Source: an optimization exercise on an open RTL-to-GDS flow (aim: small area). Production flows keep margins and buffers that such runs may drop.
Where RTL was checked, it was by simulation tests only, not by an equivalence proof against the original.
Only the layout flow was run in runs 3 and 4; the RTL was not checked for function there.
Power is estimated from default activity; no workload was simulated.

[flow/design.v]
module arqe_inc #(parameter N = 64, parameter B = 8) (
    input  wire [N-1:0] a,
    input  wire         cin,
    output reg  [N-1:0] s,
    output reg          cout
);
    integer i;
    reg c, pp;
    always @(*) begin
        pp = 1'b1;
        c  = cin;
        for (i = 0; i < N; i = i + 1) begin
            if (i % B == 0) c = cin & pp;
            s[i] = a[i] ^ c;
            c    = c & a[i];
            pp   = pp & a[i];
        end
        cout = cin & pp;
    end
endmodule
module arqe_ge #(parameter N = 32) (
    input  wire [N-1:0] a,
    input  wire [N-1:0] b,
    output reg          ge
);
    integer i;
    always @(*) begin
        ge = 1'b1;
        for (i = 0; i < N; i = i + 1)
            ge = (a[i] & ~b[i]) | (ge & (a[i] | ~b[i]));
    end
endmodule
module arqe (
    input  wire         clk,
    input  wire         rst,
    input  wire         host_valid,
    input  wire         host_we,
    input  wire [5:0]   host_widx,
    input  wire [31:0]  host_wdata,
    output reg  [31:0]  host_rdata,
    output wire         poll_req,
    output wire [31:0]  poll_dur,
    input  wire         rxd_valid,
    input  wire [127:0] rxd,
    output wire         txd_valid,
    output wire [79:0]  txd,
    input  wire         txd_ready,
    output wire         txb_valid,
    output wire [7:0]   txb,
    input  wire         txb_ready,
    input  wire         rnd_valid,
    input  wire [7:0]   rnd,
    output wire         rnd_ready,
    output reg          lct_valid,
    output wire         lct_start,
    output reg          sev_valid,
    output wire [40:0]  sev,
    input  wire         lev_valid,
    input  wire         lev_code,
    input  wire         tick,
    output wire         sess_done,
    output wire         sess_abort
);
    localparam [3:0] S_IDLE    = 4'd0,
                     S_I_NEXT  = 4'd1,
                     S_I_SEND  = 4'd2,
                     S_I_WAIT  = 4'd3,
                     S_R_WAIT  = 4'd4,
                     S_R_ACK   = 4'd5,
                     S_R_CHECK = 4'd6,
                     S_DONE    = 4'd7,
                     S_ABORTED = 4'd8;
    reg         role;
    reg [31:0]  npkt;
    reg [31:0]  maxatt;
    reg [31:0]  tmo;
    reg [31:0]  poll;
    reg [15:0]  paylen;
    reg [3:0]   state;
    reg         cfgerr;
    reg [16:0]  id;         
    reg         idr;        
    reg [31:0]  attempt;
    reg [31:0]  elapsed;
    reg [63:0]  bytes;
    reg [63:0]  stime;
    reg         last_valid;
    reg [2:0]   sub;        
    reg [39:0]  fill;       
    reg [2:0]   sevc;       
    wire st_idle  = (state == S_IDLE);
    wire st_inext = (state[2:0] == 3'd1);
    wire st_isend = (state[2:0] == 3'd2);
    wire st_iwait = (state[2:0] == 3'd3);
    wire st_rwait = (state[2:0] == 3'd4);
    wire st_rchk  = (state[2:0] == 3'd6);
    wire st_done  = (state[2:0] == 3'd7);
    wire st_abort = state[3];
    wire busy     = (state[2:0] != 3'd0) && (state[2:0] != 3'd7);
    wire is_r     = state[2];               
    assign sess_done  = st_done;
    assign sess_abort = st_abort;
    assign lct_start  = busy;
    wire sb_first = st_isend && (sub == 3'd0);
    wire sb_fill  = (sub != 3'd0) && !(sub[2] && sub[1]);
    wire sb_desc  = (sub == 3'd6);
    wire sb_pay   = (sub == 3'd7);
    wire        rx_present = rxd[0];
    wire        rx_hv      = rxd[1];
    wire        rx_pv      = rxd[2];
    wire [15:0] rx_q       = rxd[47:32];
    wire [15:0] rx_len     = rxd[63:48];
    wire [7:0]  rx_type    = rxd[111:104];
    wire [15:0] rx_seq     = rxd[127:112];
    wire timed_out, att_ge, tmo_ge_poll;
    arqe_ge #(.N(32)) u_tmo (.a(elapsed), .b(tmo), .ge(timed_out));
    arqe_ge #(.N(32)) u_att (.a(attempt), .b(maxatt), .ge(att_ge));
    arqe_ge #(.N(32)) u_cfg (.a(tmo), .b(poll), .ge(tmo_ge_poll));
    wire att_lt    = !att_ge;
    wire seq_lt    = (id != npkt[16:0]);             
    wire [15:0] lid_inc;
    wire        lid_cout;
    arqe_inc #(.N(16), .B(8)) u_lid (.a(id[15:0]), .cin(1'b1), .s(lid_inc), .cout(lid_cout));
    wire r_term    = ({lid_cout, lid_inc} == npkt[16:0]);
    assign poll_req = ((st_iwait && !timed_out) || st_rwait) && !lev_valid;
    assign poll_dur = poll;
    wire   poll_fire = poll_req && rxd_valid;
    wire   pf        = poll_fire && rx_present;
    wire   type_ok   = (rx_type[7:1] == 7'd0) && (rx_type[0] == st_iwait);
    wire   rx_good   = pf && rx_hv && type_ok && rx_pv;
    wire   id_ok     = (rx_seq == id[15:0]);
    wire   i_ack     = rx_good && st_iwait && id_ok;
    wire   r_dot     = rx_good && st_rwait;
    wire   tmo_step  = st_iwait && timed_out && !lev_valid;
    wire   poll_ev   = pf && (!rx_hv || type_ok);
    wire [15:0] tx_len = is_r ? 16'd1 : paylen;
    wire [15:0] pcnt_inc;
    arqe_inc #(.N(16), .B(8)) u_pcnt (.a(fill[15:0]), .cin(1'b1), .s(pcnt_inc), .cout());
    wire   pay_last  = is_r || (pcnt_inc == paylen);
    assign txd       = {id[15:0], 7'd0, is_r, fill, tx_len};
    assign txd_valid = sb_desc;
    assign txb_valid = sb_pay && rnd_valid;
    assign txb       = rnd;
    assign rnd_ready = sb_fill || (sb_pay && txb_ready);
    wire fill_take = sb_fill && rnd_valid;
    wire pay_take  = sb_pay && rnd_valid && txb_ready;
    wire desc_go   = sb_desc && txd_ready;
    wire len0      = !is_r && (paylen == 16'd0);
    wire tx_fin    = (desc_go && len0) || (pay_take && pay_last);
    wire i_sent    = tx_fin && !is_r;
    wire abort     = sb_first && !att_lt;
    wire sub_adv   = (sb_first && att_lt) || fill_take || (desc_go && !len0) || r_dot;
    wire host_wr  = host_valid && host_we;
    wire idx0     = (host_widx == 6'd0);
    wire ctrl_wr  = host_wr && idx0 && !busy;
    wire start_rq = ctrl_wr && host_wdata[0];
    wire npkt_ok  = (npkt[31:17] == 15'd0) && (!npkt[16] || (npkt[15:0] == 16'd0));
    wire cfg_ok   = npkt_ok && (poll != 32'd0) &&
                    (host_wdata[1] ? !poll[31] : (tmo_ge_poll && !tmo[31]));
    wire start_ok = start_rq && cfg_ok;
    wire clr      = rst || start_ok;
    wire [31:0] wz = host_wdata & {32{!(rst || idx0)}};
    wire cfg_we  = host_wr && !busy;
    wire sel_np  = rst || (cfg_we && host_widx == 6'd2);
    wire sel_ma  = rst || (cfg_we && host_widx == 6'd3);
    wire sel_tm  = rst || (cfg_we && host_widx == 6'd4);
    wire sel_po  = rst || (cfg_we && host_widx == 6'd5);
    wire sel_pl  = rst || (cfg_we && host_widx == 6'd6);
    wire sel_at  = clr || (host_wr && host_widx == 6'd8);
    wire sel_el  = clr || (host_wr && host_widx == 6'd9);
    wire sel_bl  = clr || (host_wr && host_widx == 6'd10);
    wire sel_bh  = clr || (host_wr && host_widx == 6'd11);
    wire sel_tl  = clr || (host_wr && host_widx == 6'd12);
    wire sel_th  = clr || (host_wr && host_widx == 6'd13);
    wire lev_busy = lev_valid && busy;
    always @(*) begin
        case (host_widx)
            6'd0:    host_rdata = {30'd0, role, 1'b0};
            6'd1:    host_rdata = {23'd0, last_valid, cfgerr, st_abort, st_done, busy, state};
            6'd2:    host_rdata = npkt;
            6'd3:    host_rdata = maxatt;
            6'd4:    host_rdata = tmo;
            6'd5:    host_rdata = poll;
            6'd6:    host_rdata = {16'd0, paylen};
            6'd7:    host_rdata = {15'd0, id & {17{!idr}}};
            6'd8:    host_rdata = attempt;
            6'd9:    host_rdata = elapsed;
            6'd10:   host_rdata = bytes[31:0];
            6'd11:   host_rdata = bytes[63:32];
            6'd12:   host_rdata = stime[31:0];
            6'd13:   host_rdata = stime[63:32];
            6'd14:   host_rdata = {16'd0, id[15:0] & {16{idr}}};
            default: host_rdata = 32'd0;
        endcase
    end
    reg [7:0] sym;
    always @(*) begin
        case (sevc)
            3'd0:    sym = 8'h55;
            3'd1:    sym = 8'h4F;
            3'd2:    sym = 8'h54;
            3'd4:    sym = 8'h78;
            3'd5:    sym = 8'h58;
            3'd6:    sym = 8'h3F;
            default: sym = 8'h2E;
        endcase
    end
    wire dot_info = is_r && (sevc == 3'd7);    
    assign sev = {dot_info, id[15:0] & {16{dot_info}}, fill[15:0] & {16{dot_info}}, sym};
    wire [2:0] sevc_n = lev_busy ? {2'b00, lev_code} :
                        tmo_step ? 3'b010 :
                        {1'b1, rx_hv && rx_pv, rx_hv && (!rx_pv || st_rwait || id_ok)};
    wire [63:0] stime_n;
    arqe_inc #(.N(64), .B(8)) u_time (.a(stime), .cin(tick && busy), .s(stime_n), .cout());
    wire [31:0] att_n;
    arqe_inc #(.N(32), .B(4)) u_atti (.a(attempt), .cin(i_sent), .s(att_n), .cout());
    wire [16:0] seq_n;
    arqe_inc #(.N(17), .B(8)) u_seq (.a(id), .cin(i_ack), .s(seq_n), .cout());
    wire [31:0] ela_sum = {1'b0, elapsed[30:0]} + {1'b0, poll[30:0]};
    wire        badd = i_ack || r_dot;
    wire [15:0] addend = st_iwait ? paylen : rx_len;
    wire [16:0] blo_sum = {1'b0, bytes[15:0]} + {1'b0, addend};
    wire [47:0] bhi_n;
    arqe_inc #(.N(48), .B(8)) u_bytes (.a(bytes[63:16]), .cin(badd && blo_sum[16]), .s(bhi_n), .cout());
    wire [63:0] bytes_n = {bhi_n, badd ? blo_sum[15:0] : bytes[15:0]};
    always @(posedge clk) begin
        npkt    <= sel_np ? wz : npkt;
        maxatt  <= sel_ma ? wz : maxatt;
        tmo     <= sel_tm ? wz : tmo;
        poll    <= sel_po ? wz : poll;
        paylen  <= sel_pl ? wz[15:0] : paylen;
        attempt <= sel_at ? wz : (att_n & {32{!(st_inext && seq_lt)}});
        elapsed <= sel_el ? wz : (i_sent ? 32'd0 : ((st_iwait && poll_fire) ? ela_sum : elapsed));
        bytes[31:0]  <= sel_bl ? wz : bytes_n[31:0];
        bytes[63:32] <= sel_bh ? wz : bytes_n[63:32];
        stime[31:0]  <= sel_tl ? wz : stime_n[31:0];
        stime[63:32] <= sel_th ? wz : stime_n[63:32];
        id         <= clr ? 17'd0 : (r_dot ? {1'b0, rx_seq} : seq_n);
        idr        <= rst ? 1'b0 : (start_ok ? host_wdata[1] : idr);
        last_valid <= !clr && (r_dot || last_valid);
        if (rst) begin
            role      <= 1'b0;
            cfgerr    <= 1'b0;
            state     <= S_IDLE;
            sub       <= 3'd0;
            lct_valid <= 1'b0;
            sev_valid <= 1'b0;
        end else begin
            lct_valid <= start_ok || (st_inext && !seq_lt) || abort || (st_rchk && r_term);
            sev_valid <= lev_busy || tmo_step || poll_ev;
            if (ctrl_wr)  role   <= host_wdata[1];
            if (start_rq) cfgerr <= !cfg_ok;
            if (start_ok) state  <= host_wdata[1] ? S_R_WAIT : S_I_NEXT;
            if (sub_adv) sub <= sub + 3'd1;
            if (tx_fin)  sub <= 3'd0;
            if (st_inext) state <= seq_lt ? S_I_SEND : S_DONE;
            if (abort)    state <= S_ABORTED;
            if (tx_fin)   state <= is_r ? S_R_CHECK : S_I_WAIT;
            if (tmo_step) state <= S_I_SEND;
            if (i_ack)    state <= S_I_NEXT;
            if (r_dot)    state <= S_R_ACK;
            if (st_rchk)  state <= r_term ? S_DONE : S_R_WAIT;
        end
    end
    always @(posedge clk) begin
        if (fill_take)
            fill <= {fill[31:0], rnd};
        else if (r_dot)
            fill[15:0] <= rx_q;
        else if (desc_go)
            fill[15:0] <= 16'd0;
        else if (pay_take)
            fill[15:0] <= pcnt_inc;
        sevc <= sevc_n;
    end
endmodule
[flow/flow/run.sh]
#!/bin/bash
set -uo pipefail
export BUFFER_PORTS_ARGS="-buffer_cell sky130_fd_sc_hd__buf_1"
bash standard.sh > standard_flow.log 2>&1
status=$?
tail -n 40 standard_flow.log
exit $status
[flow/standard.sh]
#!/bin/bash
# synth_recipe.tcl (not shown) runs the flow's synth.tcl, then flattens the netlist and writes it again
# the make line also repeats each setting of config.mk as NAME=value (left out here)
make -C /OpenROAD-flow-scripts/flow DESIGN_CONFIG=/design/flow/config.mk WORK_HOME=/design/flow/orfs CLKGATE_MAP_FILE= SYNTH_SCRIPT=/design/flow/synth_recipe.tcl "${@:-finish}"
[flow/config.mk]
export PLATFORM = sky130hd
export DESIGN_NAME = arqe
export DESIGN_NICKNAME = arqe
export VERILOG_FILES = /design/flow/design.v
export SDC_FILE = /design/flow/constraint.sdc
export NUM_CORES = 4
export LEC_CHECK = 0
export CAP_MARGIN = 20
export CORE_MARGIN = 2
export CORE_UTILIZATION = 60
export CTS_BUF_LIST = sky130_fd_sc_hd__clkbuf_4
export PLACE_DENSITY = 0.75
export SLEW_MARGIN = 20
[flow/constraint.sdc]
create_clock -name core_clock -period 7.0 [get_ports {clk}]
set_input_delay 1.4000 -clock core_clock [delete_from_list [all_inputs] [get_ports {clk}]]
set_output_delay 1.4000 -clock core_clock [all_outputs]
set_load 0.01 [all_outputs]
==> flow_summary.ini, run 1 <==
[status]
status = no timing/DRC/antenna violations

[detailed_routing]
route.detailed.drc = 0
drtIter0Drc = 2744
drt.antenna.violating_nets = 0
vias = 22700
wl_per_cell_um = 25.5
drt_wl_total_um = 88900
viasPerCell = 6.52
dr.pass1.iters = 6

[floorplanning]
fp.dieW_um = 206
chipHeight_um = 206
dieArea_um2 = 42500
rows = 74
initial_core_util = 0.604
io_pins = 387
core_area_um2 = 40600

[clocking]
cts_sinks = 409
cts_buffers = 110
clkLatencyLatePin_ps = 890
cts-root-buf = clkbuf_4
clk_path_buf_depth = 3
cts_setup_buffers = 0
cts.htree.levels = 3
clk_pin_slew_ps = 70
cts_tree = yes

[worst_setup_path]
cp_max_fo = 4
endpoint_kind = register
cp_slowest_cell = or4_1
required_ps = 7790
start_kind = register
path_class = reg -> reg
crit_top_cell = ha_1
cp_slowest_stage_delay_ps = 760
arrival_ps = 7500

[pwr]
pwr-share-comb = 0.200
clock_power_share = 0.341
switchingPower_mw = 2.18
p_leak_nw = 11.4
p_per_area_nw_per_um2 = 243
pwr-share-seq = 0.458
sw_frac_of_total = 0.326
power_mw = 6.71
p_int_mw = 4.53
irDropWorstVdd_mv = 0.169

[grt]
grt_max_degree = 64
use_met1 = 0.523
met2_usage = 0.631
grt_use_met3 = 0.121
grt_pass1_vias = 21300
gr-total-overflow = 0
busiest_layer = met2
grt_pass1_wl_um = 129000
grt_usage = 0.411
antenna_found_initial = 4

[timing]
rsz0062_at_grt = no
setup-violations-final = 0
slew_headroom = 0.223
maxSlewViolCount = 0
fin_skew_ps = 67.9
setup_ws_ps = 291
fmax_mhz = 149
period_share = 0.958
fin_crit_ps = 6710
tns_ps = 0
worstMarginPinSlew_ps = 1170
final_hold_viol_count = 0

[yosys]
synth_area_um2 = 24500
yosys_register_bits = 409
yosysSeqAreaShare = 0.429
synth_edf_count = 232
ys_types = 97
yosysWarnings = 7
syn_avg_cell_area_um2 = 9.71
synth_cells = 2524
async_flop_share = 0
synth_flop_cell = edfxtp_1

[placement]
place_congestion = 1.03
port_buffers = 309
dp_slack_ps = 353
dpl.hpwl_um = 66500

[finish]
drive_above_1_share = 0.101
syn2layout_area_growth_pct = 12.6
final_nets = 3254

[run]
maxCapViolations = 0

[hold_path]
min_path_type = reg -> reg
==> per-stage QoR <==
step	util	cell area, µm²	cells	hold slack, ps
2_1_floorplan	-	24500	2531	438
5_1_grt	0.680	27600	3479	460
3_5_place_dp	0.643	26100	3271	436
3_3_place_gp	0.643	26100	3271	429
6_report	0.680	27600	3481	418
4_1_cts	0.680	27600	3478	441
==> path summary, 6_finish.rpt <==
path,startpoint,slack [ps],end,cells past startpoint
max,fill[1],290,attempt[31],29
min,fill[31],420,fill[39],0
max reg2reg,fill[1],290,attempt[31],29
min reg2reg,fill[31],420,fill[39],0
==> worst max-delay path, delay by kind of cell (launching register included) <==
family          cells  cell delay [ps]
flops               1              430
fa+ha+maj          16             3040
buf+inv             1               60
compound gates      2              200
xor+xnor            2              290
simple gates        8             2640
==> cells in the mapped netlist, types with 7 or more instances <==
master	number	share of area
nand2_1	274	0.042
edfxtp_1	232	0.28
ha_1	216	0.11
o21ai_1	185	0.038
dfxtp_1	177	0.14
inv_1	113	0.017
nor2_1	103	0.016
nand3_1	93	0.019
a22oi_1	92	0.028
clkbuf_1	90	0.014
a21oi_1	86	0.018
nand4_1	66	0.017
xnor2_1	65	0.023
xor2_1	65	0.023
nor2b_1	63	0.016
nand2b_1	40	0.010
and2_1	38	0.0097
a221oi_1	36	0.013
buf_4	35	0.011
o21ai_0	35	0.0071
nor4_1	29	0.0074
a22o_1	27	0.0096
nor3_1	27	0.0055
a21o_1	26	0.0080
a31oi_1	21	0.0054
mux2_2	21	0.0096
maj3_1	18	0.0074
a222oi_1	17	0.0069
o22ai_1	16	0.0041
a211oi_1	13	0.0040
o21a_1	10	0.0031
o221ai_1	10	0.0036
or3_1	10	0.0026
mux2i_1	9	0.0037
or4_1	9	0.0028
buf_1	8	0.0012
o21bai_1	8	0.0025
o31ai_1	8	0.0025
and3_1	7	0.0018
==> layer usage <==
metal	vias to the layer above	wire [µm]
met5	-	13
met4	2	4760
met3	288	12000
met2	1549	39200
met1	10700	32900
li1	10100	-
==> power groups by stage <==
| stage | clock network, mW | logic [mW] | registers (mW) |
|---|---|---|---|
| finish | 2.29 | 1.34 | 3.08 |
| global route | 2.42 | 1.48 | 3.09 |
| CTS | 2.30 | 1.32 | 3.06 |
| detailed placement | 0 | 1.31 | 3.11 |
| global placement | 0 | 1.27 | 3.10 |
| floorplan | 0 | 0.933 | 3.00 |
==> state kept, by name (all words and copies together) (netlist names), 3 cells and up <==
signal and flops:
attempt 32, bytes 64, elapsed 32, fill 40, id 17, maxatt 32
npkt 32, paylen 16, poll 32, sevc 3, state 4, stime 64
sub 3, tmo 32
==> layout make-up <==
| class | instances | area, µm² |
|---|---|---|
| Antenna cell | 3 | 7.51 |
| Clock buffer | 170 | 1280 |
| Clock inverter | 37 | 234 |
| Fill cell | 3270 | 13000 |
| Inverter | 114 | 428 |
| Multi-Input combinational cell | 1866 | 13000 |
| Sequential cell | 409 | 10500 |
| Tap cell | 532 | 666 |
| Timing Repair Buffer | 350 | 1470 |
==> cell families after synthesis <==
group           synth area share
mux                       0.0133
fa+ha+maj                  0.121
other cells             0.000153
xor+xnor                  0.0465
buf+inv                   0.0460
compound gates             0.177
flops                      0.429
simple gates               0.167
==> cell usage in the layout, fill, tap and decap left out, drive strengths merged, types with 63 or more instances in the layout <==
cell	count
xnor2	65
ha	216
nand3	93
edfxtp	232
clkbuf	170
a21oi	91
nand2	274
o21ai	222
nor2b	63
inv	115
buf	350
dfxtp	177
nand4	66
a22oi	92
xor2	65
nor2	105
==> what timing repair did <==
item	in CTS	in global routing
gates resized for setup	0	1
setup endpoints to repair	0	1
hold buffers	0	0
==> run 2: changes to the inputs <==
--- a/flow/design.v
+++ b/flow/design.v
@@ -117,11 +117,10 @@
     arqe_ge #(.N(32)) u_att (.a(attempt), .b(maxatt), .ge(att_ge));
     arqe_ge #(.N(32)) u_cfg (.a(tmo), .b(poll), .ge(tmo_ge_poll));
     wire att_lt    = !att_ge;
-    wire seq_lt    = (id != npkt[16:0]);             
-    wire [15:0] lid_inc;
-    wire        lid_cout;
-    arqe_inc #(.N(16), .B(8)) u_lid (.a(id[15:0]), .cin(1'b1), .s(lid_inc), .cout(lid_cout));
-    wire r_term    = ({lid_cout, lid_inc} == npkt[16:0]);
+    wire [16:0] id_inc;
+    wire        id_eq     = (id_inc == npkt[16:0]);
+    wire        seq_lt    = !id_eq;
+    wire        r_term    = id_eq;
     assign poll_req = ((st_iwait && !timed_out) || st_rwait) && !lev_valid;
     assign poll_dur = poll;
     wire   poll_fire = poll_req && rxd_valid;
@@ -214,8 +213,7 @@
     arqe_inc #(.N(64), .B(8)) u_time (.a(stime), .cin(tick && busy), .s(stime_n), .cout());
     wire [31:0] att_n;
     arqe_inc #(.N(32), .B(4)) u_atti (.a(attempt), .cin(i_sent), .s(att_n), .cout());
-    wire [16:0] seq_n;
-    arqe_inc #(.N(17), .B(8)) u_seq (.a(id), .cin(i_ack), .s(seq_n), .cout());
+    arqe_inc #(.N(17), .B(8)) u_seq (.a(id), .cin(i_ack || st_rchk), .s(id_inc), .cout());
     wire [31:0] ela_sum = {1'b0, elapsed[30:0]} + {1'b0, poll[30:0]};
     wire        badd = i_ack || r_dot;
     wire [15:0] addend = st_iwait ? paylen : rx_len;
@@ -235,7 +233,7 @@
         bytes[63:32] <= sel_bh ? wz : bytes_n[63:32];
         stime[31:0]  <= sel_tl ? wz : stime_n[31:0];
         stime[63:32] <= sel_th ? wz : stime_n[63:32];
-        id         <= clr ? 17'd0 : (r_dot ? {1'b0, rx_seq} : seq_n);
+        id         <= clr ? 17'd0 : (r_dot ? {1'b0, rx_seq} : (i_ack ? id_inc : id));
         idr        <= rst ? 1'b0 : (start_ok ? host_wdata[1] : idr);
         last_valid <= !clr && (r_dot || last_valid);
         if (rst) begin
==> flow/flow/run.sh (replaced) <==
#!/bin/bash
set -uo pipefail
export BUFFER_PORTS_ARGS="-buffer_cell sky130_fd_sc_hd__buf_1"
export CTS_ARGS="-sink_clustering_enable -repair_clock_nets -buf_list sky130_fd_sc_hd__clkbuf_4 -dont_use_dummy_load"
bash standard.sh > standard_flow.log 2>&1
status=$?
tail -n 40 standard_flow.log
exit $status
==> run 2 against run 1 <==
Flip-flop and latch count did not move. Largest power group unchanged. First-iteration DRC count fell by 4.7%. Total power fell by 15%. Highest routed layer unchanged. Global-route usage rose by 1.2 points. Core utilization fell by 1.1 points. Critical endpoint unchanged. Clock skew fell by 4.6 ps. Sequential share of layout area rose by 1.6 points.
==> flow_summary.ini, run 2 <==
[status]
status = no timing/DRC/antenna violations

[placement]
dpl.hpwl_um = 67600
dp_slack_ps = 268
port_buffers = 309
place_congestion = 1.05

[detailed_routing]
drt_wl_total_um = 89300
drtIter0Drc = 2616
dr.pass1.iters = 10
route.detailed.drc = 0
viasPerCell = 6.68
vias = 22200
drt.antenna.violating_nets = 0
wl_per_cell_um = 26.9

[yosys]
ys_types = 83
synth_edf_count = 232
yosysSeqAreaShare = 0.440
synth_flop_cell = edfxtp_1
synth_cells = 2449
async_flop_share = 0
synth_top_cell_by_area = edfxtp_1
yosys_register_bits = 409
synth_top_cell_area_share = 0.292
synthTopCellsByArea = edfxtp_1 29%, dfxtp_1 15%, ha_1 11%, nand2_1 4.9%, o21ai_0 3.5%
synth.most_common_cell = nand2_1
yosysWarnings = 7
synth_area_um2 = 23900
synth_commonest_cells = 313 x nand2_1, 232 x edfxtp_1, 201 x ha_1
syn_avg_cell_area_um2 = 9.75

[worst_setup_path]
arrival_ps = 7370
start_kind = register
cp_slowest_stage_delay_ps = 390
required_ps = 7760
rr_endpoint = attempt[31]
r2r_slack_ps = 390
cp_max_fo = 2
rr_worst_depth = 33
reg2reg_from = fill[0]
endpoint_kind = register
crit_top_cell = ha_1
path_class = reg -> reg
cp_slowest_cell = edfxtp_1

[grt]
gr-total-overflow = 0
grt_max_degree = 65
grt_pass1_vias = 20900
grt_pass1_wl_um = 129000
antenna_found_initial = 5
grt_usage = 0.424

[finish]
final_core_util = 0.670
fill_cells = 3335
drive_above_1_share = 0.0829
syn2layout_area_growth_pct = 10.9
area.sequential_um2 = 10500
final_cell_mix = 313 x nand2_1, 309 x buf_1, 232 x edfxtp_1, 201 x ha_1, 177 x dfxtp_1
largestRegisters = bytes x64, stime x64, fill x40
final_nets = 3189
final_common_cell = nand2_1
multiInputGateArea_um2 = 12400

[run]
maxCapViolations = 0

[pwr]
irDropWorstVdd_mv = 0.152
p_leak_nw = 10.9
power_mw = 5.69
p_per_area_nw_per_um2 = 215

[hold_path]
min_path_type = reg -> reg
holdPathEnd = fill[37]
hp-start = fill[29]
worstHoldPathCells = 0

[timing]
final_hold_viol_count = 0
setup_ws_ps = 391
setup-violations-final = 0
fin_skew_ps = 63.3
rsz0062_at_grt = no
worstMarginPinSlew_ps = 1200
fin_crit_ps = 6610
period_share = 0.944
tns_ps = 0
slew_headroom = 0.200
fmax_mhz = 151
maxSlewViolCount = 0
hold_slack_ps = 439

[clocking]
ctsResizeCount = 0
cts_sinks = 409
clkLatencyLatePin_ps = 850
cts.htree.levels = 3
cts_buffers = 108
cts_setup_buffers = 0
cts_tree = yes
clk_path_buf_depth = 3
clk_pin_slew_ps = 60
hold_buffers = 0
cts-root-buf = clkbuf_4

[floorplanning]
rows = 73
initial_core_util = 0.604
fp.dieW_um = 204
io_pins = 387
dieArea_um2 = 41400
core_area_um2 = 39500
chipHeight_um = 204
## run 2: changes by cell type in the layout (fill, tap and decap cells not counted), sizes merged, moves of 19 or more
cell,delta
clkinv,-30
o21ai,-52
clkbuf,-62
o2bb2ai,+33
nor2b,-19
nand2,+39
a21oi,-32
buf,+27
nand3,-41
## run 2: through the flow
stage                     area (µm²)  cells
after detailed placement       25700   3216
final                          26500   3327
after global placement         25700   3216
after global routing           26500   3327
after CTS                      26500   3324
after floorplan                23900   2456
## run 2: worst max-delay path by stage
stage	cells past startpoint	start	end	slack, ps
6_report	33	fill[0]	attempt[31]	390
3_3_place_gp	28	rxd[48]	bytes[63]	260
4_1_cts	33	fill[0]	attempt[31]	440
2_1_floorplan	30	fill[0]	attempt[31]	1230
5_1_grt	33	fill[0]	attempt[31]	20
3_5_place_dp	28	rxd[48]	bytes[63]	270
## run 2: cell type report
type / count / area share
flip-flops and latches: 409 / 0.397
clock buffers: 108 / 0.0306
repair buffers: 377 / 0.0635
inverters: 117 / 0.0166
multi-input cells: 1788 / 0.467
well taps: 525 / 0.0248
diodes: 3 / 0.000283
## run 2: report_power, final
part           total [mW]  internal [mW]  switching, mW
combinational        1.08          0.424          0.653
clock                1.60          0.693          0.908
sequential           3.01           2.76          0.255
## run 2: layer usage
metal / wire [µm] / share of wire / track usage
met3: 10400 / 0.12 / 0.0941
met2: 40600 / 0.45 / 0.679
met4: 6170 / 0.069 / 0.277
met1: 32100 / 0.36 / 0.516
met5: 11 / 0.00012 / 0
## run 2: kinds of logic (layout without fill, tap and decap cells)
group	count (synthesis)	count (layout)	synth area share
other cells	1	11	0.000157
compound gates	622	622	0.180
buf+inv	259	602	0.0473
simple gates	799	799	0.165
fa+ha+maj	232	232	0.119
flops	409	409	0.440
xor+xnor	117	117	0.0432
mux	10	10	0.00450
## run 2: critical path: cells and delay by family (launching register included)
kind / cells / cell delay [ps]
flip-flops: 1 / 390
buffers and inverters: 4 / 530
AND/OR/NAND/NOR: 8 / 1870
AO/OA/AOI/OAI: 2 / 170
adder cells (fa/ha/maj): 17 / 3280
XOR/XNOR: 2 / 300
==> run 3: changes to the inputs <==
--- a/flow/design.v
+++ b/flow/design.v
@@ -78,12 +78,12 @@
     reg [15:0]  paylen;
     reg [3:0]   state;
     reg         cfgerr;
-    reg [16:0]  id;         
-    reg         idr;        
+    reg [16:0]  seq;
     reg [31:0]  attempt;
     reg [31:0]  elapsed;
     reg [63:0]  bytes;
     reg [63:0]  stime;
+    reg [15:0]  last_id;
     reg         last_valid;
     reg [2:0]   sub;        
     reg [39:0]  fill;       
@@ -117,17 +117,18 @@
     arqe_ge #(.N(32)) u_att (.a(attempt), .b(maxatt), .ge(att_ge));
     arqe_ge #(.N(32)) u_cfg (.a(tmo), .b(poll), .ge(tmo_ge_poll));
     wire att_lt    = !att_ge;
-    wire [16:0] id_inc;
-    wire        id_eq     = (id_inc == npkt[16:0]);
-    wire        seq_lt    = !id_eq;
-    wire        r_term    = id_eq;
+    wire seq_lt    = (seq != npkt[16:0]);            
+    wire [15:0] lid_inc;
+    wire        lid_cout;
+    arqe_inc #(.N(16), .B(8)) u_lid (.a(last_id), .cin(1'b1), .s(lid_inc), .cout(lid_cout));
+    wire r_term    = ({lid_cout, lid_inc} == npkt[16:0]);
     assign poll_req = ((st_iwait && !timed_out) || st_rwait) && !lev_valid;
     assign poll_dur = poll;
     wire   poll_fire = poll_req && rxd_valid;
     wire   pf        = poll_fire && rx_present;
     wire   type_ok   = (rx_type[7:1] == 7'd0) && (rx_type[0] == st_iwait);
     wire   rx_good   = pf && rx_hv && type_ok && rx_pv;
-    wire   id_ok     = (rx_seq == id[15:0]);
+    wire   id_ok     = (rx_seq == seq[15:0]);
     wire   i_ack     = rx_good && st_iwait && id_ok;
     wire   r_dot     = rx_good && st_rwait;
     wire   tmo_step  = st_iwait && timed_out && !lev_valid;
@@ -136,7 +137,7 @@
     wire [15:0] pcnt_inc;
     arqe_inc #(.N(16), .B(8)) u_pcnt (.a(fill[15:0]), .cin(1'b1), .s(pcnt_inc), .cout());
     wire   pay_last  = is_r || (pcnt_inc == paylen);
-    assign txd       = {id[15:0], 7'd0, is_r, fill, tx_len};
+    assign txd       = {seq[15:0] | last_id, 7'd0, is_r, fill, tx_len};
     assign txd_valid = sb_desc;
     assign txb_valid = sb_pay && rnd_valid;
     assign txb       = rnd;
@@ -181,14 +182,14 @@
             6'd4:    host_rdata = tmo;
             6'd5:    host_rdata = poll;
             6'd6:    host_rdata = {16'd0, paylen};
-            6'd7:    host_rdata = {15'd0, id & {17{!idr}}};
+            6'd7:    host_rdata = {15'd0, seq};
             6'd8:    host_rdata = attempt;
             6'd9:    host_rdata = elapsed;
             6'd10:   host_rdata = bytes[31:0];
             6'd11:   host_rdata = bytes[63:32];
             6'd12:   host_rdata = stime[31:0];
             6'd13:   host_rdata = stime[63:32];
-            6'd14:   host_rdata = {16'd0, id[15:0] & {16{idr}}};
+            6'd14:   host_rdata = {16'd0, last_id};
             default: host_rdata = 32'd0;
         endcase
     end
@@ -205,7 +206,7 @@
         endcase
     end
     wire dot_info = is_r && (sevc == 3'd7);    
-    assign sev = {dot_info, id[15:0] & {16{dot_info}}, fill[15:0] & {16{dot_info}}, sym};
+    assign sev = {dot_info, last_id & {16{dot_info}}, fill[15:0] & {16{dot_info}}, sym};
     wire [2:0] sevc_n = lev_busy ? {2'b00, lev_code} :
                         tmo_step ? 3'b010 :
                         {1'b1, rx_hv && rx_pv, rx_hv && (!rx_pv || st_rwait || id_ok)};
@@ -213,7 +214,8 @@
     arqe_inc #(.N(64), .B(8)) u_time (.a(stime), .cin(tick && busy), .s(stime_n), .cout());
     wire [31:0] att_n;
     arqe_inc #(.N(32), .B(4)) u_atti (.a(attempt), .cin(i_sent), .s(att_n), .cout());
-    arqe_inc #(.N(17), .B(8)) u_seq (.a(id), .cin(i_ack || st_rchk), .s(id_inc), .cout());
+    wire [16:0] seq_n;
+    arqe_inc #(.N(17), .B(8)) u_seq (.a(seq), .cin(i_ack), .s(seq_n), .cout());
     wire [31:0] ela_sum = {1'b0, elapsed[30:0]} + {1'b0, poll[30:0]};
     wire        badd = i_ack || r_dot;
     wire [15:0] addend = st_iwait ? paylen : rx_len;
@@ -233,8 +235,8 @@
         bytes[63:32] <= sel_bh ? wz : bytes_n[63:32];
         stime[31:0]  <= sel_tl ? wz : stime_n[31:0];
         stime[63:32] <= sel_th ? wz : stime_n[63:32];
-        id         <= clr ? 17'd0 : (r_dot ? {1'b0, rx_seq} : (i_ack ? id_inc : id));
-        idr        <= rst ? 1'b0 : (start_ok ? host_wdata[1] : idr);
+        seq        <= clr ? 17'd0 : seq_n;
+        last_id    <= clr ? 16'd0 : (r_dot ? rx_seq : last_id);
         last_valid <= !clr && (r_dot || last_valid);
         if (rst) begin
             role      <= 1'b0;
==> flow/run.sh (new file) <==
#!/bin/bash
# synth_recipe.tcl (not shown) runs the flow's synth.tcl, then flattens the netlist and writes it again
# the make line also repeats each setting of config.mk as NAME=value (left out here)
make -C /OpenROAD-flow-scripts/flow DESIGN_CONFIG=/design/flow/config.mk WORK_HOME=/design/flow/orfs CLKGATE_MAP_FILE= SYNTH_SCRIPT=/design/flow/synth_recipe.tcl finish
--- a/flow/config.mk
+++ b/flow/config.mk
@@ -8,6 +8,5 @@
 export CAP_MARGIN = 20
 export CORE_MARGIN = 2
 export CORE_UTILIZATION = 60
-export CTS_BUF_LIST = sky130_fd_sc_hd__clkbuf_4
 export PLACE_DENSITY = 0.75
 export SLEW_MARGIN = 20
removed: flow/flow/run.sh
removed: flow/standard.sh
==> run 3 against run 2 <==
Total power increased by 27%. Setup slack got worse by 37 ps. Maximum frequency is 0.55% lower. Non-clock buffer count down 24. Clock skew shrank 32 ps. Critical path type unchanged. Largest cell class unchanged. Largest power group unchanged.
==> flow_summary.ini, run 3 <==
[status]
status = no timing/DRC/antenna violations

[pwr]
p_leak_nw = 12.3
power_mw = 7.24
irDropWorstVdd_mv = 0.225
p_per_area_nw_per_um2 = 241

[detailed_routing]
drtIter0Drc = 2944
route.detailed.drc = 0
wl_per_cell_um = 28.7
drt_wl_total_um = 97600
vias = 23000
viasPerCell = 6.75
dr.pass1.iters = 7
drt.antenna.violating_nets = 0

[worst_setup_path]
endpoint_kind = register
cp_slowest_stage_delay_ps = 700
crit_top_cell = ha_1
crit_family = adder cells
arrival_ps = 7160
path_class = reg -> reg
cp_slowest_cell = or4_1
required_ps = 7520
start_kind = register
cp_max_fo = 4
crit_buf_inv = 1

[finish]
final_common_cell = clkdlybuf4s50_1
final_cell_mix = 309 x clkdlybuf4s50_1, 276 x nand2_1, 232 x edfxtp_1, 216 x ha_1, 192 x dfxtp_1
syn2layout_area_growth_pct = 20.4
largestRegisters = bytes x64, stime x64, fill x40
final_nets = 3235
final_core_util = 0.733
drive_above_1_share = 0.0700
fill_cells = 2938

[clocking]
hold_buffers = 0
cts_buffers = 46
clk_pin_slew_ps = 60
ctsResizeCount = 0
cts-root-buf = clkbuf_16
cts_tree = yes
cts_setup_buffers = 0
cts.htree.levels = 2
clkLatencyLatePin_ps = 600
clk_path_buf_depth = 3
cts_sinks = 424

[timing]
maxSlewViolCount = 0
final_hold_viol_count = 0
setup-violations-final = 0
slew_headroom = 0.212
fmax_mhz = 150
period_share = 0.949
tns_ps = 0
setup_ws_ps = 355
hold_slack_ps = 456
worstMarginPinSlew_ps = 1180
rsz0062_at_grt = no
fin_crit_ps = 6650
fin_skew_ps = 31.0

[grt]
grt_max_degree = 65
gr-total-overflow = 0
grt_usage = 0.441
grt_pass1_wl_um = 142000
antenna_found_initial = 4
grt_pass1_vias = 22100

[yosys]
synth_edf_count = 232
synth-simple-area-share = 0.163
synth_compound_area_frac = 0.181
synth_flop_cell = edfxtp_1
ys_types = 88
synth_top_cell_by_area = edfxtp_1
synth_fa_ha_area_frac = 0.120
yosysSeqAreaShare = 0.434
synthTopCellsByArea = edfxtp_1 28%, dfxtp_1 15%, ha_1 11%, nand2_1 4.2%, o21ai_1 3.7%
syn_avg_cell_area_um2 = 9.77
async_flop_share = 0
synth_cells = 2550
synth_top_family_by_area = compound AO/OA/AOI/OAI gates
synthXorXnorAreaFrac = 0.0468
yosys_register_bits = 424
synth_area_um2 = 24900
synth_commonest_cells = 278 x nand2_1, 232 x edfxtp_1, 216 x ha_1
synth.most_common_cell = nand2_1
synth_top_cell_area_share = 0.280
synth_mux_area_frac = 0.0110
yosysWarnings = 7

[hold_path]
min_path_type = reg -> reg

[floorplanning]
chipHeight_um = 208
io_pins = 387
core_area_um2 = 40900
fp.dieW_um = 208
rows = 74
initial_core_util = 0.609
dieArea_um2 = 43100

[run]
maxCapViolations = 0

[placement]
dpl.hpwl_um = 75000
place_congestion = 1.01
port_buffers = 309
dp_slack_ps = 493
-- run 3: changes by cell type in the layout (fill, tap and decap cells not counted), sizes merged, moves of 16 or more --
cell | before | now
clkinv | 0 | 16
a21oi | 59 | 86
o21ai | 170 | 216
nand3 | 52 | 95
clkbuf | 108 | 62
nand2 | 313 | 278
buf | 377 | 44
xnor2 | 58 | 87
o2bb2ai | 34 | 2
clkdlybuf4s50 | 0 | 309
-- run 3: logic make-up (layout without fill, tap and decap cells) --
logic type	count (synthesis)	count (layout)
buffers and inverters	255	568
other	1	12
muxes	25	25
DFF	424	424
adders and majority gates	243	243
xor gates and xnor gates	133	133
and+or+nand+nor	807	807
AOI/OAI and AO/OA	662	662
-- run 3: final timing paths --
check,startpoint,end,slack [ps],depth (start not counted)
max,fill[1],attempt[31],350,30
min,fill[20],fill[28],460,0
max reg2reg,fill[1],attempt[31],350,30
min reg2reg,fill[20],fill[28],460,0
-- run 3: layout make-up --
| type | instances | area, µm² | share of cell area |
|---|---|---|---|
| repair buffers | 353 | 3430 | 0.114 |
| clock inverters | 24 | 171 | 0.00571 |
| well taps | 532 | 666 | 0.0222 |
| clock buffers | 62 | 1300 | 0.0435 |
| inverters | 129 | 484 | 0.0161 |
| multi-input cells | 1878 | 13100 | 0.437 |
| diodes | 4 | 10.0 | 0.000334 |
| flip-flops and latches | 424 | 10800 | 0.360 |
-- run 3: per-stage QoR --
step,cells,instance area (µm²)
floorplan,2557,24900
global placement,3315,28500
detailed placement,3315,28500
CTS,3401,30000
global route,3403,30000
finish,3406,30000
-- run 3: per-layer routing --
metal	up-vias	wire [µm]	GRT usage
met5	-	0	0
met4	0	9660	0.361
met3	484	10300	0.0924
met2	1662	45200	0.725
met1	10800	32400	0.496
li1	10100	-	-
-- run 3: worst reg2reg max path: cells and delay by family (launching register included) --
kind	cells	cell delay, ps
XOR/XNOR	2	280
AO/OA/AOI/OAI	2	260
flip-flops	1	460
adder cells (fa/ha/maj)	17	3320
buffers and inverters	1	110
AND/OR/NAND/NOR	8	2150
-- run 3: where the power goes --
group | switching [mW] | internal [mW] | total [mW]
Combinational | 0.898 | 0.696 | 1.59
Sequential | 0.335 | 2.90 | 3.24
Clock | 1.06 | 1.35 | 2.41
==> run 4: changes to the inputs <==
==> flow/flow/run.sh (new file) <==
#!/bin/bash
set -uo pipefail
export BUFFER_PORTS_ARGS="-buffer_cell sky130_fd_sc_hd__buf_1"
bash standard.sh > standard_flow.log 2>&1
status=$?
tail -n 40 standard_flow.log
exit $status
==> flow/standard.sh (new file) <==
#!/bin/bash
# synth_recipe.tcl (not shown) runs the flow's synth.tcl, then flattens the netlist and writes it again
# the make line also repeats each setting of config.mk as NAME=value (left out here)
make -C /OpenROAD-flow-scripts/flow DESIGN_CONFIG=/design/flow/config.mk WORK_HOME=/design/flow/orfs CLKGATE_MAP_FILE= SYNTH_SCRIPT=/design/flow/synth_recipe.tcl "${@:-finish}"
--- a/flow/config.mk
+++ b/flow/config.mk
@@ -8,5 +8,6 @@
 export CAP_MARGIN = 20
 export CORE_MARGIN = 2
 export CORE_UTILIZATION = 60
+export CTS_BUF_LIST = sky130_fd_sc_hd__clkbuf_4
 export PLACE_DENSITY = 0.75
 export SLEW_MARGIN = 20
removed: flow/run.sh
==> run 4 against run 3 <==
Still clean on timing, DRC and antenna. Final area fell by 6.5%. Synthesized cell count did not move. Combinational power fell by 11%. Hold slack got worse by 7.6 ps. Critical path depth did not move. Area after synthesis did not move. Clock skew rose by 24 ps. Highest routed layer is now met5.
==> flow_summary.ini, run 4 <==
[status]
status = no timing/DRC/antenna violations

[timing]
setup-violations-final = 0
fmax_mhz = 152
maxSlewViolCount = 0
tns_ps = 0
period_share = 0.937
fin_skew_ps = 55.4
fin_crit_ps = 6560
final_hold_viol_count = 0
slew_headroom = 0.226
rsz0062_at_grt = no
worstMarginPinSlew_ps = 1160

[clocking]
cts_sinks = 424
clkLatencyLatePin_ps = 890
hold_buffers = 0
ctsResizeCount = 0
clk_path_buf_depth = 3
cts_setup_buffers = 0
cts.htree.levels = 3
clk_pin_slew_ps = 70
cts-root-buf = clkbuf_4
cts_buffers = 111
cts_tree = yes

[yosys]
synth_top_cell_by_area = edfxtp_1
yosys_register_bits = 424
synth_top_cell_area_share = 0.280
synth_mux_area_frac = 0.0110
yosysSeqAreaShare = 0.434
ys_types = 88
synth_area_um2 = 24900
synth_commonest_cells = 278 x nand2_1, 232 x edfxtp_1, 216 x ha_1
synth_flop_cell = edfxtp_1
synth-simple-area-share = 0.163
async_flop_share = 0
synth_edf_count = 232
yosysWarnings = 7
synth_top_family_by_area = compound AO/OA/AOI/OAI gates
synth_compound_area_frac = 0.181
synth_cells = 2550
syn_avg_cell_area_um2 = 9.77
synth_fa_ha_area_frac = 0.120
synth.most_common_cell = nand2_1
synthXorXnorAreaFrac = 0.0468
synthTopCellsByArea = edfxtp_1 28%, dfxtp_1 15%, ha_1 11%, nand2_1 4.2%, o21ai_1 3.7%

[grt]
grt_pass1_wl_um = 139000
gr-total-overflow = 0
grt_max_degree = 65
grt_usage = 0.434
antenna_found_initial = 6
grt_pass1_vias = 22400

[detailed_routing]
drtIter0Drc = 2795
drt.antenna.violating_nets = 0
drt_wl_total_um = 95700
vias = 23300
dr.pass1.iters = 6
route.detailed.drc = 0
viasPerCell = 6.61
wl_per_cell_um = 27.2

[finish]
final_core_util = 0.685
drive_above_1_share = 0.102
fill_cells = 3375
final_common_cell = buf_1
final_nets = 3299
largestRegisters = bytes x64, stime x64, fill x40
final_cell_mix = 309 x buf_1, 278 x nand2_1, 232 x edfxtp_1, 216 x ha_1, 192 x dfxtp_1
syn2layout_area_growth_pct = 12.6

[worst_setup_path]
arrival_ps = 7370
endpoint_kind = register
cp_slowest_stage_delay_ps = 680
cp_slowest_cell = or4_1
cp_max_fo = 4
required_ps = 7810
start_kind = register
path_class = reg -> reg
crit_top_cell = ha_1

[floorplanning]
initial_core_util = 0.609
dieArea_um2 = 43100
fp.dieW_um = 208
rows = 74
chipHeight_um = 208
core_area_um2 = 40900
io_pins = 387

[pwr]
power_mw = 6.90
p_leak_nw = 11.6
p_per_area_nw_per_um2 = 246
irDropWorstVdd_mv = 0.170

[placement]
port_buffers = 309
dpl.hpwl_um = 72900
place_congestion = 1.04

[hold_path]
min_path_type = reg -> reg

[run]
maxCapViolations = 0
==> run 4: cell counts after synthesis <==
No cell type changed its count.
==> run 4: where the power goes <==
group	internal (mW)	leakage, nW	switching (mW)
sequential	2.90	3.89	0.335
combinational	0.540	6.86	0.883
clock	1.13	0.857	1.11
==> run 4: layout make-up <==
class / count / area [µm²] / area share
antenna: 6 / 15.0 / 0.000536
clock buffer: 168 / 1260 / 0.0450
clock inverter: 31 / 176 / 0.00629
inverter: 129 / 484 / 0.0173
multi-input combinational: 1878 / 13100 / 0.468
sequential: 424 / 10800 / 0.386
tap: 532 / 666 / 0.0237
timing repair buffer: 352 / 1490 / 0.0532
==> run 4: cells by family (layout without fill, tap and decap cells) <==
kind of cell             count (synthesis)  after routing
multiplexers                            25             25
buffers and inverters                  255            680
XOR/XNOR                               133            133
adder cells (fa/ha/maj)                243            243
flip-flops                             424            424
other                                    1             14
AND/OR/NAND/NOR                        807            807
AO/OA/AOI/OAI                          662            662
==> run 4: per-stage QoR <==
stage                     hold slack (ps)  std cells  setup WS (ps)  instance area (µm²)
after floorplan                       425       2557           1330                24900
after global placement                428       3314            658                26600
after detailed placement              440       3314            483                26600
after CTS                             450       3513            471                28000
after global routing                  463       3516            189                28000
final                                 448       3520            440                28000
==> run 4: worst max-delay path: cells and delay by family (launching register included) <==
kind            cells  cell delay (ps)
fa+ha+maj          17             3230
simple gates        8             2170
flops               1              450
xor+xnor            2              310
compound gates      2              240
buf+inv             1              130
==> run 4: per-layer routing <==
metal  GRT usage  wire length, µm  share of wire  vias to the layer above
met3       0.108            10100           0.11                      474
met2       0.697            43400           0.45                     1650
met5           0               23        0.00024                        -
li1            -                -              -                    10300
met4       0.386             9990           0.10                        4
met1       0.480            32300           0.34                    10800
==> run 4: path summary, 6_finish.rpt <==
check,slack (ps),cells after the start,endpoint,from
setup / recovery,440,30,attempt[31],fill[1]
hold / removal,450,2,cfgerr,cfgerr
setup reg to reg,440,30,attempt[31],fill[1]
hold reg to reg,450,2,cfgerr,cfgerr

-- re-timing with driven ports --
Ports are ideal in the flow. The routed layouts listed here were re-timed in OpenROAD.
Step 1 assumes that a clkbuf_16 drives the clock port and a buf_2 every other input.
Step 2, shift: input delay + t, output delay - t, t = (earliest + latest rising clock arrival at the registers) / 2. This alone moves slack from input paths to output paths.
Three values: ideal ports, drivers, drivers and shift; two values: the first two.
run | t, ns | setup slack, ns | hold slack, ns
run 1 | 0.912 | 0.291 / 0.291 / 0.192 | 0.418 / 0.418 / 0.418
run 2 | 0.873 | 0.391 / 0.391 / 0.126 | 0.439 / 0.439 / 0.439
run 3 | 0.651 | 0.355 / 0.355 / 0.355 | 0.456 / 0.456 / 0.456
run 4 | 0.913 | 0.440 / 0.440 / 0.440 | 0.448 / 0.448 / 0.448
After both steps every run listed still meets setup and hold. The setup slack of run 2, which loses most, moves by 0.000 ns with the drivers and by -0.265 ns with both steps.
